What follows belongs to an exercise in optimizing a design on an open flow for small area, a short achievable clock period and few clock cycles; a production flow would make more cautious choices. At most, simulation tests tie the RTL to the original design; equivalence was not proved. No activity file was given, so power comes from the tool's default toggle rates.

v22:
// simplevm_core
module simplevm_core (
    input  wire        clk,
    input  wire        rst,           
    output wire        mem_req,
    output wire        mem_we,
    output wire [11:0] mem_addr,
    output wire [7:0]  mem_wdata,
    input  wire        mem_ready,
    input  wire [7:0]  mem_rdata,
    output reg         out_valid,
    output wire [7:0]  out_byte,
    output wire        halted,
    output wire        faulted,
    output wire [7:0]  exit_code,
    output wire [2:0]  fault_kind,
    output wire [15:0] fault_pc,
    output wire [15:0] fault_word,
    output wire [3:0]  flags
);
    localparam [2:0] F_INVALID_OPCODE  = 3'd3;
    localparam [2:0] F_STACK_OVERFLOW  = 3'd5;
    localparam [2:0] F_STACK_UNDERFLOW = 3'd6;
    localparam [2:0] F_MEMORY_BOUNDS   = 3'd7;
    localparam [3:0] A_NONE = 4'd0,
                     A_ADD  = 4'd1,
                     A_SUB  = 4'd2,
                     A_MUL  = 4'd3,
                     A_DIV  = 4'd4,    
                     A_DIVS = 4'd5,    
                     A_CMP  = 4'd6,
                     A_OR   = 4'd7,
                     A_AND  = 4'd8,
                     A_XOR  = 4'd9,
                     A_NOT  = 4'd10,
                     A_MOVI = 4'd11,
                     A_MOVR = 4'd12;
    function [9:0] cla9;
        input [8:0] a;
        input [8:0] b;
        input       cin;
        reg   [8:0] g, p, gg, pp, gn, pn;
        integer     s, j;
        begin
            g = a & b;
            p = a ^ b;
            gg = g;
            gg[0] = g[0] | (p[0] & cin);
            pp = p;
            for (s = 1; s < 9; s = s * 2) begin
                gn = gg;
                pn = pp;
                for (j = s; j < 9; j = j + 1) begin
                    gn[j] = gg[j] | (pp[j] & gg[j-s]);
                    pn[j] = pp[j] & pp[j-s];
                end
                gg = gn;
                pp = pn;
            end
            cla9 = {gg[8], p ^ {gg[7:0], cin}};
        end
    endfunction
    function [2:0] msb8;
        input [7:0] v;
        begin
            msb8 = v[7] ? 3'd7 : v[6] ? 3'd6 : v[5] ? 3'd5 : v[4] ? 3'd4 :
  ...
Size in the first run: about 2000 cells after synthesis, roughly 250 flip-flops, ~91 I/O pins.
==> flow/config.mk <==
export PLATFORM = sky130hd
export DESIGN_NAME = simplevm_core
export DESIGN_NICKNAME = simplevm_core
export VERILOG_FILES = /design/flow/design.v
export SDC_FILE = /design/flow/constraint.sdc
export NUM_CORES = 4
export LEC_CHECK = 0
export ABC_AREA = 1
export CAP_MARGIN = 20
export CORE_MARGIN = 2
export CORE_UTILIZATION = 40
export SLEW_MARGIN = 20
==> flow/constraint.sdc <==
create_clock -name core_clock -period 15.0 [get_ports {clk}]
set_input_delay 3.0000 -clock core_clock [delete_from_list [all_inputs] [get_ports {clk}]]
set_output_delay 3.0000 -clock core_clock [all_outputs]
set_load 0.01 [all_outputs]
standard.sh (not shown) runs the stock make flow with config.mk's settings and CLKGATE_MAP_FILE= SYNTH_SCRIPT=/design/flow/synth_recipe.tcl, a recipe that flattens the netlist after the stock synthesis.
==> flow/flow/run.sh <==
#!/bin/bash
# Standard layout; timing repair aims for extra setup slack so that the
# critical paths get sized for speed even though the clock is met.
bash standard.sh SETUP_SLACK_MARGIN=10 finish > standard.log 2>&1
The inputs of v21 differ from those of v22 as listed below.
--- a/flow/design.v
+++ b/flow/design.v
@@ -80,34 +80,34 @@
     reg        pbit;      
     reg [15:0] ir;
     reg [7:0]  opa;       
     reg        opx;       
     reg [7:0]  opb;       
     reg [3:0]  ek;        
     reg [3:0]  edst;
     reg [11:0] sp;
     reg [12:0] crr;
     reg        f_ov, f_zd, f_nzr, f_lt;
     reg [7:0]  dqs;       
     reg [2:0]  dcnt;      
-    reg [2:0]  fkind_r;
     assign mem_req    = mreq;
     assign mem_we     = mwe;
     assign mem_addr   = maddr;
     assign halted     = halted_r;
     assign faulted    = faulted_r;
     assign exit_code  = opb;
     assign out_byte   = opb;
     assign mem_wdata  = opb;
-    assign fault_kind = fkind_r;
+    assign fault_kind = ((ir == 16'd0) | (ir[15:12] == 4'h4)) ? F_MEMORY_BOUNDS :
+                        (ir[15:9] == 7'h30) ? (ir[8] ? F_STACK_UNDERFLOW : F_STACK_OVERFLOW) : F_INVALID_OPCODE;
     assign fault_pc   = ma;
     assign fault_word = ir;
     assign flags      = {f_lt, f_nzr, f_zd, f_ov};
     wire [3:0] op_a = ir[15:12];
     wire [3:0] op_b = ir[11:8];
     wire [3:0] op_c = ir[7:4];
     wire [3:0] op_d = ir[3:0];
     wire [3:0] rsel = s_f1 ? mem_rdata[3:0] : op_c;
     wire [7:0] xr   = x[rsel];
     wire       is_add = (ek == A_ADD);
     wire [9:0] as     = cla9({opx, opa}, is_add ? {1'b0, opb} : {1'b1, ~opb}, ~is_add);
     wire [7:0] asum   = as[7:0];
@@ -376,17 +376,14 @@
         end
         if (f1_go && !h_invalid && !h_halt && !h_push && !h_pop && !h_print) begin
             ma <= {3'd0, nxt};
             if (h_jlt && lt_now) f_lt <= 1'b0;
         end
         if (back_f0) ma <= {3'd0, ma_pm};
         if (s_push && done) sp <= sp_step;
         if (s_pop && done)  sp <= maddr;
         if (s_print) begin
             if (!pbit && done && mem_rdata != 8'd0) pbit <= pp_inc[12];
         end
         if (s_ff && ek == A_NONE) ir <= 16'd0;
-        if (s_f1) fkind_r <= h_invalid ? F_INVALID_OPCODE :
-                             h_push    ? F_STACK_OVERFLOW : F_STACK_UNDERFLOW;
-        if (s_print || s_ff) fkind_r <= F_MEMORY_BOUNDS;
     end
 endmodule
==> summary.txt <==
Diff v22 -> v21: simple logic cell fraction of the synthesized area +0.81 points; worst slack on hold paths down 0.014 ns; power per standard cell area moved up. | worst reg2reg path depth | v21 vs v22 | 1 lower |. Relative to v22, total non-filler cell area in the finished layout has increased by 1.2% in v21. For area of the die, v21 and v22 come out practically identical. Looking only at post-CTS setup buffer count, and setting everything else aside, the higher value of v21 and v22 goes to v22. For the share of post-route cells with drive strength above 1, v21 came in 1.9 points higher than v22 did. Post-synthesis area per instance: v21 and v22 compared, lower one is v21. Side by side, count of cell instances traversed by the critical path turned out higher in v21 than in v22. v21 and v22 ended up with roughly the same post-synth design cell area. From v22 to v21 the numbers moved as follows: reported net switching power now sits higher; total design power now sits higher.
Testbench counts of v21, summed over its fixed seeds: cycles 108,018.
For v22, only the layout was checked, not whether the RTL still works.

## what the ideal ports hide
The results above use ideal ports. As a check the final layouts listed here were re-extracted and re-timed, cells and wires unchanged. Step 1 sets driving cells, clkbuf_16 on the clock port and buf_2 on the other inputs (assumed; they add their load-dependent delay and slew). Step 2 adds t to the input delays and takes it off the output delays; t is the mean of the earliest and latest rising clock arrival at the registers after step 1. Input paths then give back, and output paths get back, about the clock's delay inside the block. Three values: no drivers, after step 1, after step 2; two values: the first two.
run | t (ns) | slack for setup (ns) | worst hold slack (ns) | latest minus earliest clock arrival (ns) | cell pins on the clock port's net
v22 | 0.626 | 10.057 / 10.007 / 9.470 | 0.463 / 0.463 / 0.463 | 0.019 / 0.018 | 1
v21 | 0.621 | 10.012 / 9.960 / 9.487 | 0.449 / 0.449 / 0.449 | 0.016 / 0.017 | 1
After both steps setup and hold are still met in every run listed. For v22, which loses most, drivers alone change the setup slack by -0.050 ns; drivers and shift together by -0.587 ns.
